What follows belongs to an exercise in optimizing a design on an open flow for small area; a production flow would make more cautious choices.
The RTL of this run was laid out without a check of its function.
Power figures rest on the tool's default switching activity, not on a simulated workload.

## flow/run.sh

```bash
#!/bin/bash
# synth_recipe.tcl (not shown) runs the flow's synth.tcl, then flattens the netlist and writes it again
# the make line also repeats each setting of config.mk as NAME=value (left out here)
make -C /OpenROAD-flow-scripts/flow DESIGN_CONFIG=/design/flow/config.mk WORK_HOME=/design/flow/orfs CLKGATE_MAP_FILE= SYNTH_SCRIPT=/design/flow/synth_recipe.tcl finish
```

## flow/config.mk

```make
export PLATFORM = sky130hd
export DESIGN_NAME = spi_daq
export DESIGN_NICKNAME = spi_daq
export VERILOG_FILES = /design/flow/design.v
export SDC_FILE = /design/flow/constraint.sdc
export NUM_CORES = 4
export LEC_CHECK = 0
export CAP_MARGIN = 20
export CORE_MARGIN = 2
export CORE_UTILIZATION = 40
export PLACE_DENSITY = 0.6
export SLEW_MARGIN = 20
```

## flow/constraint.sdc

```tcl
create_clock -name core_clock -period 20.0 [get_ports {clk}]
set_input_delay 4.0000 -clock core_clock [delete_from_list [all_inputs] [get_ports {clk}]]
set_output_delay 4.0000 -clock core_clock [all_outputs]
set_load 0.01 [all_outputs]
```

## flow/design.v

```verilog
module spi_daq_div #(
  parameter integer CLK_HZ = 50000000,
  parameter integer NB     = 26           
) (
  input  wire          clk,
  input  wire          rst,
  input  wire          start,
  input  wire [31:0]   hz,                
  output reg           done,
  output reg  [24:0]   half
);
  localparam [NB-1:0] NUM = CLK_HZ - 1;
  reg          busy;
  reg  [5:0]   bitn;
  reg  [32:0]  den;
  reg  [33:0]  rem;
  reg  [NB-1:0] quo;
  wire [33:0]  rem_sh  = {rem[32:0], NUM[bitn]};
  wire         fits    = rem_sh >= {1'b0, den};
  always @(posedge clk) begin
    if (rst) begin
      busy <= 1'b0;
      done <= 1'b0;
    end else begin
      done <= 1'b0;
      if (start) begin
        busy <= 1'b1;
        bitn <= NB - 1;
        den  <= {hz, 1'b0};
        rem  <= 34'd0;
        quo  <= {NB{1'b0}};
      end else if (busy) begin
        rem <= fits ? rem_sh - {1'b0, den} : rem_sh;
        quo <= {quo[NB-2:0], fits};
        if (bitn == 0) begin
          busy <= 1'b0;
          done <= 1'b1;
        end else begin
          bitn <= bitn - 1'b1;
        end
      end
    end
  end
  always @(*) half = quo + 1'b1;
endmodule
module spi_daq_spi (
  input  wire          clk,
  input  wire          rst,
  input  wire          cpha,
  input  wire          no_cs,
  input  wire [24:0]   half,
  input  wire          start,
  output reg           done,
  output reg  [191:0]  rx,
  output reg           sclk,
  output wire          cs_n,
  output wire          mosi,
  input  wire          miso,
  input  wire          set_idle,          
  input  wire          idle_level
);
  localparam S_IDLE  = 2'd0,
             S_SETUP = 2'd1,
             S_SHIFT = 2'd2,
             S_HOLD  = 2'd3;
  reg  [1:0]  state;
  reg  [24:0] cnt;
  reg  [8:0]  edges;                      
  wire        cnt_end  = (cnt == half - 1'b1);
  wire        sample_edge = (edges[0] == cpha);
  assign mosi = 1'b0;
  assign cs_n = !((state != S_IDLE) && !no_cs);
  always @(posedge clk) begin
    if (rst) begin
      state <= S_IDLE;
      done  <= 1'b0;
      sclk  <= 1'b0;
      cnt   <= 25'd0;
      edges <= 9'd0;
    end else begin
      done <= 1'b0;
      if (set_idle)
        sclk <= idle_level;
      case (state)
        S_IDLE: begin
          if (start) begin
            state <= S_SETUP;
            cnt   <= 25'd0;
            edges <= 9'd0;
          end
        end
        S_SETUP: begin
          if (cnt_end) begin
            cnt   <= 25'd0;
            state <= S_SHIFT;
          end else
            cnt <= cnt + 1'b1;
        end
        S_SHIFT: begin
          if (cnt_end) begin
            cnt   <= 25'd0;
            sclk  <= !sclk;
            edges <= edges + 1'b1;
            if (sample_edge)
              rx <= {rx[190:0], miso};
            if (edges == 9'd383)
              state <= S_HOLD;
          end else
            cnt <= cnt + 1'b1;
        end
        S_HOLD: begin
          if (cnt_end) begin
            state <= S_IDLE;
            done  <= 1'b1;
          end else
            cnt <= cnt + 1'b1;
        end
      endcase
    end
  end
endmodule
module spi_daq #(
  parameter integer CLK_HZ = 50000000
) (
  input  wire          clk,
  input  wire          rst,
  input  wire          cmd_valid,
  output wire          cmd_ready,
  input  wire [31:0]   cmd_word,
  input  wire [31:0]   cfg_clock_hz,
  input  wire [7:0]    cfg_mode,
  input  wire          cfg_no_cs,
  input  wire          cfg_sync_enable,
  input  wire [31:0]   cfg_settle_frames,
  input  wire [31:0]   cfg_timeout_ms,
  input  wire [63:0]   now_ns,
  output reg           rsp_valid,
  output reg  [2:0]    rsp_code,
  output reg  [63:0]   rsp_seq,
  output reg  [63:0]   rsp_ts,
  output reg  [255:0]  rsp_ch,
  output wire [191:0]  rsp_raw,
  output wire          sclk,
  output wire          mosi,
  output wire          cs_n,
  input  wire          miso,
  input  wire          drdy_n,
  output reg           sync_n
);
  localparam integer CYC_PER_MS  = CLK_HZ / 1000;
  localparam integer SYNC_CYC    = CLK_HZ / 100000;    
  localparam [31:0]  DEF_HZ      = 32'd1000000;
  localparam [31:0]  DEF_TMO_MS  = 32'd2000;
  localparam [2:0] RC_OK        = 3'd0,
                   RC_INVALID   = 3'd1,
                   RC_ALREADY   = 3'd2,
                   RC_NOT_PERM  = 3'd3,
                   RC_TIMED_OUT = 3'd4,
                   RC_IO_FAIL   = 3'd6,
                   RC_REFUSED   = 3'd7;
  localparam [2:0] ST_IDLE  = 3'd0,
                   ST_DIV   = 3'd1,
                   ST_PULSE = 3'd2,
                   ST_WAIT  = 3'd3,
                   ST_XFER  = 3'd4;
  reg  [2:0]   state;
  reg          is_open;
  reg          started;
  reg          cfg_cpol, cfg_cpha, cfg_nocs_r, cfg_sync_r;
  reg  [31:0]  cfg_settle_r;
  reg  [31:0]  cfg_tmo_r;
  reg  [24:0]  half_r;
  reg  [63:0]  seq;
  reg  [191:0] raw;
  reg  [63:0]  ts_cap;
  reg          host_read;         
  reg  [31:0]  settle_left;
  reg  [15:0]  pulse_cnt;
  reg  [15:0]  pre_cnt;
  reg  [31:0]  ms_cnt;
  reg  drdy_s1, drdy_s2, drdy_s3;
  wire drdy_fall = drdy_s3 && !drdy_s2;
  always @(posedge clk) begin
    if (rst) begin
      drdy_s1 <= 1'b1;
      drdy_s2 <= 1'b1;
      drdy_s3 <= 1'b1;
    end else begin
      drdy_s1 <= drdy_n;
      drdy_s2 <= drdy_s1;
      drdy_s3 <= drdy_s2;
    end
  end
  wire        accept   = cmd_valid && cmd_ready;
  wire [7:0]  op       = cmd_word[7:0];
  wire        p_bit    = cmd_word[11];
  wire        hi_zero  = (cmd_word[31:12] == 20'd0) && (cmd_word[10:8] == 3'd0);
  wire        c_open   = hi_zero && op == 8'h30;
  wire        c_start  = cmd_word == 32'h31;
  wire        c_read   = hi_zero && op == 8'h32;
  wire        c_raw    = hi_zero && op == 8'h33;
  wire        c_stop   = cmd_word == 32'h34;
  wire        c_close  = cmd_word == 32'h35;
  assign cmd_ready = (state == ST_IDLE);
  assign rsp_raw   = raw;
  wire [31:0] hz_eff   = (cfg_clock_hz == 32'd0) ? DEF_HZ : cfg_clock_hz;
  reg         div_start;
  wire        div_done;
  wire [24:0] div_half;
  spi_daq_div #(.CLK_HZ(CLK_HZ)) u_div (
    .clk   (clk),
    .rst   (rst),
    .start (div_start),
    .hz    (hz_eff),
    .done  (div_done),
    .half  (div_half)
  );
  reg          spi_start;
  reg          spi_set_idle;
  reg          spi_idle_level;
  wire         spi_done;
  wire [191:0] spi_rx;
  spi_daq_spi u_spi (
    .clk        (clk),
    .rst        (rst),
    .cpha       (cfg_cpha),
    .no_cs      (cfg_nocs_r),
    .half       (half_r),
    .start      (spi_start),
    .done       (spi_done),
    .rx         (spi_rx),
    .sclk       (sclk),
    .cs_n       (cs_n),
    .mosi       (mosi),
    .miso       (miso),
    .set_idle   (spi_set_idle),
    .idle_level (spi_idle_level)
  );
  reg [191:0] rx_bytes;
  reg [255:0] rx_ch;
  integer i;
  always @(*) begin
    for (i = 0; i < 24; i = i + 1)
      rx_bytes[8*i +: 8] = spi_rx[191 - 8*i -: 8];
    for (i = 0; i < 8; i = i + 1)
      rx_ch[32*i +: 32] = {{8{spi_rx[191 - 24*i]}}, spi_rx[191 - 24*i -: 24]};
  end
  task respond(input [2:0] code);
    begin
      rsp_valid <= 1'b1;
      rsp_code  <= code;
      state     <= ST_IDLE;
    end
  endtask
  always @(posedge clk) begin
    if (rst) begin
      state          <= ST_IDLE;
      is_open        <= 1'b0;
      started        <= 1'b0;
      seq            <= 64'd0;
      raw            <= 192'd0;
      rsp_valid      <= 1'b0;
      rsp_code       <= RC_OK;
      sync_n         <= 1'b1;
      div_start      <= 1'b0;
      spi_start      <= 1'b0;
      spi_set_idle   <= 1'b0;
      spi_idle_level <= 1'b0;
    end else begin
      rsp_valid    <= 1'b0;
      div_start    <= 1'b0;
      spi_start    <= 1'b0;
      spi_set_idle <= 1'b0;
      case (state)
        ST_IDLE: if (accept) begin
          if (c_open) begin
            if (!p_bit)
              respond(RC_INVALID);
            else if (is_open)
              respond(RC_ALREADY);
            else if (cfg_mode > 8'd3)
              respond(RC_IO_FAIL);
            else begin
              cfg_cpol     <= cfg_mode[1];
              cfg_cpha     <= cfg_mode[0];
              cfg_nocs_r   <= cfg_no_cs;
              cfg_sync_r   <= cfg_sync_enable;
              cfg_settle_r <= cfg_settle_frames;
              cfg_tmo_r    <= (cfg_timeout_ms == 32'd0) ? DEF_TMO_MS : cfg_timeout_ms;
              div_start      <= 1'b1;
              spi_set_idle   <= 1'b1;
              spi_idle_level <= cfg_mode[1];
              state          <= ST_DIV;
            end
          end else if (c_start) begin
            if (!is_open)
              respond(RC_NOT_PERM);
            else if (started || !cfg_sync_r) begin
              started <= 1'b1;
              respond(RC_OK);
            end else begin
              started   <= 1'b1;
              sync_n    <= 1'b0;
              pulse_cnt <= 16'd0;
              state     <= ST_PULSE;
            end
          end else if (c_read) begin
            if (!p_bit)
              respond(RC_INVALID);
            else if (!started)
              respond(RC_NOT_PERM);
            else begin
              host_read <= 1'b1;
              pre_cnt   <= 16'd0;
              ms_cnt    <= 32'd0;
              state     <= ST_WAIT;
            end
          end else if (c_raw) begin
            respond(p_bit ? RC_OK : RC_INVALID);
          end else if (c_stop) begin
            started <= 1'b0;
            respond(RC_OK);
          end else if (c_close) begin
            is_open        <= 1'b0;
            started        <= 1'b0;
            seq            <= 64'd0;
            raw            <= 192'd0;
            sync_n         <= 1'b1;
            spi_set_idle   <= 1'b1;
            spi_idle_level <= 1'b0;
            respond(RC_OK);
          end else begin
            respond(RC_REFUSED);
          end
        end
        ST_DIV: if (div_done) begin
          half_r         <= div_half;
          is_open        <= 1'b1;
          started        <= 1'b0;
          seq            <= 64'd0;
          respond(RC_OK);
        end
        ST_PULSE: begin
          if (pulse_cnt == SYNC_CYC - 1) begin
            sync_n <= 1'b1;
            if (cfg_settle_r == 32'd0)
              respond(RC_OK);
            else begin
              settle_left <= cfg_settle_r;
              host_read   <= 1'b0;
              pre_cnt     <= 16'd0;
              ms_cnt      <= 32'd0;
              state       <= ST_WAIT;
            end
          end else
            pulse_cnt <= pulse_cnt + 1'b1;
        end
        ST_WAIT: begin
          if (drdy_fall) begin
            ts_cap    <= now_ns;
            spi_start <= 1'b1;
            state     <= ST_XFER;
          end else if (pre_cnt == CYC_PER_MS - 1) begin
            pre_cnt <= 16'd0;
            if (ms_cnt + 1'b1 == cfg_tmo_r) begin
              if (!host_read)
                started <= 1'b0;
              respond(RC_TIMED_OUT);
            end else
              ms_cnt <= ms_cnt + 1'b1;
          end else
            pre_cnt <= pre_cnt + 1'b1;
        end
        ST_XFER: if (spi_done) begin
          raw <= rx_bytes;
          seq <= seq + 1'b1;
          if (host_read) begin
            rsp_seq <= seq;
            rsp_ts  <= ts_cap;
            rsp_ch  <= rx_ch;
            respond(RC_OK);
          end else if (settle_left == 32'd1) begin
            respond(RC_OK);
          end else begin
            settle_left <= settle_left - 1'b1;
            pre_cnt     <= 16'd0;
            ms_cnt      <= 32'd0;
            state       <= ST_WAIT;
          end
        end
        default: state <= ST_IDLE;
      endcase
    end
  end
endmodule
```

==> impl_metrics.xml <==
<?xml version="1.0" encoding="UTF-8"?>
<metrics>
  <group name="setup_path">
    <metric name="r2r_end" unit="">u_spi.rx[126]</metric>
    <metric name="crit_fanout" unit="">85</metric>
    <metric name="cp_num_cells" unit="">12</metric>
    <metric name="end_kind" unit="">register</metric>
    <metric name="timing.critical_path.from_type" unit="">input port</metric>
    <metric name="critPathMostFrequentCell" unit="">sky130_fd_sc_hd__buf_4</metric>
    <metric name="critical-path-top-delay-family" unit="">buffers and inverters</metric>
    <metric name="worstPathArrival" unit="ns">8.90</metric>
    <metric name="reg2reg_slack" unit="ns">13.88</metric>
    <metric name="worstSetupStartpoint" unit="">cmd_word[6]</metric>
    <metric name="worstPathBufferInverterCount" unit="">5</metric>
    <metric name="cp_slowest_stage_delay" unit="ns">0.90</metric>
    <metric name="timing.critical_path.slowest_stage_cell" unit="">sky130_fd_sc_hd__buf_4</metric>
    <metric name="reg2reg_from" unit="">half_r[4]</metric>
    <metric name="ff2ff_path_depth" unit="">11</metric>
    <metric name="critical_path.cell_chain" unit="">clkdlybuf4s50_1 &gt; nor4_1 &gt; nand4_1 &gt; o31ai_1 &gt; buf_4 &gt; nand2_1 &gt; nor3_2 &gt; buf_4 &gt; buf_4 &gt; buf_4 &gt; nand3_1 &gt; a21oi_1</metric>
    <metric name="cp-endpoint" unit="">raw[157]</metric>
    <metric name="criticalPathCategory" unit="">input port to register</metric>
    <metric name="critPathRequiredTime" unit="ns">20.60</metric>
  </group>
  <group name="place">
    <metric name="port_buffers" unit="">790</metric>
    <metric name="dp.final_hpwl" unit="µm">87620</metric>
    <metric name="place_inst" unit="">5797</metric>
    <metric name="postPlaceCellArea" unit="µm²">55640</metric>
    <metric name="place.gp.congestion" unit="">0.8670</metric>
  </group>
  <group name="pwr">
    <metric name="static-leakage-power" unit="µW">0.01979</metric>
    <metric name="p_int" unit="µW">4098</metric>
    <metric name="share_clk_of_total_power" unit="%">42.9</metric>
    <metric name="power.ir.vdd_worst" unit="V">0.00008320</metric>
    <metric name="p_sw_share" unit="%">24.01</metric>
    <metric name="cellPowerDensity" unit="nW/µm²">90.09</metric>
    <metric name="relative_contribution_of_sequential_cells_to_total_power" unit="%">49.6</metric>
    <metric name="combPwrFrac" unit="%">7.5</metric>
    <metric name="switchingPower" unit="µW">1294</metric>
  </group>
  <group name="timing">
    <metric name="slew_violations" unit="">0</metric>
    <metric name="fin_worst_hold_slack" unit="ns">0.4143</metric>
    <metric name="report.final.setup_viol" unit="">0</metric>
    <metric name="timing.max_slew.rel_slack" unit="%">17.96</metric>
    <metric name="min_period_over_period" unit="%">41.50</metric>
    <metric name="final.setup.tns" unit="ns">0</metric>
    <metric name="timing.fmax" unit="MHz">120.5</metric>
    <metric name="final_hold_viol_count" unit="">0</metric>
    <metric name="tightestPinTransition" unit="ns">1.231</metric>
    <metric name="worst_clock_skew" unit="ns">0.05475</metric>
    <metric name="grt_setup_unrepaired" unit="">no</metric>
    <metric name="period_minus_slack" unit="ns">8.300</metric>
  </group>
  <group name="die">
    <metric name="start_util" unit="%">40.30</metric>
    <metric name="fp.dieW" unit="µm">346.2</metric>
    <metric name="num_rows" unit="">125</metric>
    <metric name="area_of_the_core" unit="µm²">116200</metric>
    <metric name="floorplan.die.height" unit="µm">346.2</metric>
    <metric name="io-pin-count" unit="">792</metric>
    <metric name="die_area" unit="µm²">119800</metric>
  </group>
  <group name="layout">
    <metric name="design_area" unit="µm²">59850</metric>
    <metric name="final_cell_count_no_fill" unit="">6032</metric>
    <metric name="most-common-layout-cells" unit="">sky130_fd_sc_hd__edfxtp_1, sky130_fd_sc_hd__clkdlybuf4s50_1, sky130_fd_sc_hd__nand2_1</metric>
    <metric name="area_growth" unit="%">27.81</metric>
    <metric name="layout.cells.most_common" unit="">sky130_fd_sc_hd__edfxtp_1</metric>
    <metric name="fin_nets" unit="">4658</metric>
    <metric name="final.fill_count" unit="">9989</metric>
    <metric name="drive_above_1_share" unit="%">6.325</metric>
  </group>
  <group name="synthesis">
    <metric name="share_of_cell_area_taken_by_muxes_after_synthesis" unit="%">1.034</metric>
    <metric name="netlist_instances" unit="">3742</metric>
    <metric name="synth_fp_nets" unit="">4003</metric>
    <metric name="synth-compound-area-share" unit="%">6.185</metric>
    <metric name="ys_seq_elements" unit="">1174</metric>
    <metric name="ys_dominant_reg_cell" unit="">sky130_fd_sc_hd__edfxtp_1</metric>
    <metric name="synth_fa_ha_area_share" unit="%">1.459</metric>
    <metric name="synth.lib_cells_used.distinct" unit="">83</metric>
    <metric name="dominant_combinational_cell_family_by_area_after_synthesis" unit="">simple AND/OR/NAND/NOR gates</metric>
    <metric name="yosys.area_share.simple" unit="%">14.18</metric>
    <metric name="number_of_enable_flip_flop_cells_after_synthesis" unit="">861</metric>
    <metric name="synth_warnings" unit="">3</metric>
    <metric name="synthesis.area_per_instance" unit="µm²">12.51</metric>
    <metric name="synthXorXnorAreaFrac" unit="%">4.946</metric>
    <metric name="synth-async-reset-ratio" unit="%">0</metric>
    <metric name="post_synth_instance_area" unit="µm²">46830</metric>
    <metric name="proportion_of_synthesized_chip_area_in_sequential_cells" unit="%">68.59</metric>
  </group>
  <group name="clock_network">
    <metric name="cts_root_buf" unit="">sky130_fd_sc_hd__clkbuf_16</metric>
    <metric name="worst_skew_pair.late_latency" unit="ns">0.74</metric>
    <metric name="cts_resized" unit="">0</metric>
    <metric name="cts-buffers-inserted" unit="">121</metric>
    <metric name="cts.repair_timing.setup_buffer_count" unit="">0</metric>
    <metric name="holdBufCountCts" unit="">0</metric>
    <metric name="cts_buffer_depth" unit="">3</metric>
    <metric name="cts.reportedPaths.clkPinSlew" unit="ns">0.06</metric>
    <metric name="cts_tree" unit="">done</metric>
    <metric name="h_tree_levels" unit="">3</metric>
    <metric name="clock-sinks" unit="">1174</metric>
  </group>
  <group name="drt">
    <metric name="count_of_unresolved_drc_violations_after_routing" unit="">0</metric>
    <metric name="residual_antenna_violating_net_count_after_detailed_routing" unit="">0</metric>
    <metric name="routed_wirelength" unit="µm">126100</metric>
    <metric name="post_drt_via_cell_ratio" unit="">5.172</metric>
    <metric name="vias_post_dr" unit="">31200</metric>
    <metric name="drt_iter0_markers" unit="">2271</metric>
    <metric name="average_routed_wire_per_standard_cell" unit="µm">20.91</metric>
    <metric name="pre_antenna_drt_iters" unit="">5</metric>
  </group>
  <group name="min_path">
    <metric name="min_path_cells" unit="">0</metric>
    <metric name="timing.hold.worst.start" unit="">ts_cap[18]</metric>
    <metric name="hold_path_class" unit="">register to register</metric>
  </group>
  <group name="global_routing">
    <metric name="groute.usage.overall" unit="%">20.34</metric>
    <metric name="wire_length_of_the_first_global_routing_pass" unit="µm">187300</metric>
    <metric name="grt_pass1_vias" unit="">29500</metric>
    <metric name="grt_max_degree" unit="">190</metric>
    <metric name="grt_antenna_before_repair" unit="">5</metric>
    <metric name="gr-total-overflow" unit="">0</metric>
  </group>
  <group name="run">
    <metric name="max_cap_viol_count" unit="">0</metric>
  </group>
  <group name="run_status">
    <metric name="outcome" unit="">finished clean</metric>
  </group>
</metrics>
-- area by class of cell --
class / count / area (µm²) / share of cell area [%]
antenna: 2 / 5.005 / 0.008362
multi-input combinational: 2196 / 13140 / 21.95
timing repair buffer: 820 / 8194 / 13.69
tap: 1524 / 1907 / 3.186
clock buffer: 171 / 3407 / 5.692
inverter: 84 / 315.3 / 0.5268
sequential: 1174 / 32120 / 53.67
clock inverter: 61 / 763.2 / 1.275
-- Yosys cell counts (6+ instances only) --
master | instances | area [µm²]
sky130_fd_sc_hd__nor3b_1 | 6 | 45.04
sky130_fd_sc_hd__a211oi_1 | 9 | 67.56
sky130_fd_sc_hd__or3_1 | 32 | 200.2
sky130_fd_sc_hd__o31ai_1 | 11 | 82.58
sky130_fd_sc_hd__o21a_1 | 7 | 52.55
sky130_fd_sc_hd__nor2b_1 | 53 | 331.6
sky130_fd_sc_hd__or4_1 | 17 | 127.6
sky130_fd_sc_hd__nor3_1 | 62 | 310.3
sky130_fd_sc_hd__ha_1 | 53 | 663.1
sky130_fd_sc_hd__dfxtp_1 | 313 | 6266
sky130_fd_sc_hd__nand4_1 | 66 | 412.9
sky130_fd_sc_hd__a31oi_1 | 25 | 156.4
sky130_fd_sc_hd__and3_1 | 55 | 344.1
sky130_fd_sc_hd__o2111ai_1 | 6 | 52.55
sky130_fd_sc_hd__or2_2 | 31 | 193.9
sky130_fd_sc_hd__o21bai_1 | 7 | 52.55
sky130_fd_sc_hd__mux2i_1 | 39 | 390.4
sky130_fd_sc_hd__buf_4 | 66 | 495.5
sky130_fd_sc_hd__nand3b_1 | 12 | 90.09
sky130_fd_sc_hd__edfxtp_1 | 861 | 25850
sky130_fd_sc_hd__nand3_1 | 285 | 1426
sky130_fd_sc_hd__nand2_1 | 346 | 1299
sky130_fd_sc_hd__a2111oi_0 | 8 | 70.07
sky130_fd_sc_hd__inv_1 | 84 | 315.3
sky130_fd_sc_hd__xnor2_1 | 144 | 1261
sky130_fd_sc_hd__mux2_2 | 7 | 78.83
sky130_fd_sc_hd__a21o_1 | 19 | 142.6
sky130_fd_sc_hd__buf_1 | 14 | 52.55
sky130_fd_sc_hd__nor2_1 | 254 | 953.4
sky130_fd_sc_hd__xor2_1 | 110 | 963.4
sky130_fd_sc_hd__a311oi_1 | 6 | 52.55
sky130_fd_sc_hd__a221oi_1 | 6 | 52.55
sky130_fd_sc_hd__nand2b_1 | 15 | 93.84
sky130_fd_sc_hd__and4_1 | 13 | 113.9
sky130_fd_sc_hd__nor4_1 | 66 | 412.9
sky130_fd_sc_hd__clkbuf_1 | 202 | 758.2
sky130_fd_sc_hd__o21ai_0 | 81 | 405.4
sky130_fd_sc_hd__and2_1 | 8 | 50.05
sky130_fd_sc_hd__a21oi_1 | 259 | 1296
-- power groups by stage --
stage / Clock, µW / Sequential (µW) / Combinational, µW
2_1_floorplan: 0 / 2710 / 258
3_3_place_gp: 0 / 2720 / 406
3_5_place_dp: 0 / 2720 / 407
4_1_cts: 2380 / 2670 / 409
5_1_grt: 2470 / 2680 / 445
6_report: 2310 / 2670 / 406
-- worst min path at each step --
stage / slack (ns) / to
5_1_grt: 0.42 / rsp_ts[32]
3_3_place_gp: 0.40 / rsp_ts[49]
6_report: 0.41 / rsp_ts[18]
4_1_cts: 0.41 / rsp_ts[18]
2_1_floorplan: 0.39 / drdy_s2
3_5_place_dp: 0.40 / rsp_ts[1]
-- routing by layer --
layer | wire length [µm] | share of wire (%) | vias to the layer above | global-route usage, %
li1 | - | - | 14830 | -
met1 | 52250 | 41 | 15170 | 25.62
met2 | 60610 | 48 | 991 | 33.74
met3 | 8173 | 6.5 | 199 | 4.641
met4 | 5080 | 4.0 | 4 | 8.502
met5 | 27 | 0.021 | - | 0
-- stage by stage --
step | utilization (%) | setup WS, ns | power [µW]
floorplan | - | 4.412 | 2965
global placement | 47.88 | 11.17 | 3129
detailed placement | 47.88 | 11.07 | 3131
CTS | 51.47 | 11.80 | 5457
global route | 51.50 | 11.53 | 5593
finish | 51.51 | 11.70 | 5392
-- state kept, by name, summed over array words and instances (netlist names), 33 cells and up --
register	flops
rsp_seq	64
ts_cap	64
raw	192
rsp_ch	192
rsp_ts	64
u_spi.rx	192
u_div.rem	33
seq	64
-- cells by family after synthesis --
logic type / count (synthesis)
DFF: 1174
other: 1
muxes: 47
adders and majority gates: 54
AOI/OAI and AO/OA: 490
and+or+nand+nor: 1346
buffers and inverters: 372
xor gates and xnor gates: 258

## what the ideal ports hide
How much do the figures lean on ideal ports? The routed layout below was timed once more, with nothing changed but the port constraints.
Step 1 sets driving cells, clkbuf_16 on the clock port and buf_2 on the other inputs (assumed; they add their load-dependent delay and slew).
Step 2 times the ports against the registers' clock, not the clock port: input delays grow and output delays shrink by t, the midpoint of the rising clock arrivals with the driver on.
a / b / c = ideal ports / drivers / drivers and shift; a / b = the first two.
shift t [ns]: 0.785
setup slack, ns: 11.700 / 11.749 / 10.964
worst register clock-pin slew, ns: 0.07 / 0.07
worst slew at a driven data input, ns: 0.07
After both steps this run still meets setup and hold. For this run, drivers alone change the setup slack by +0.049 ns; drivers and shift together by -0.736 ns.
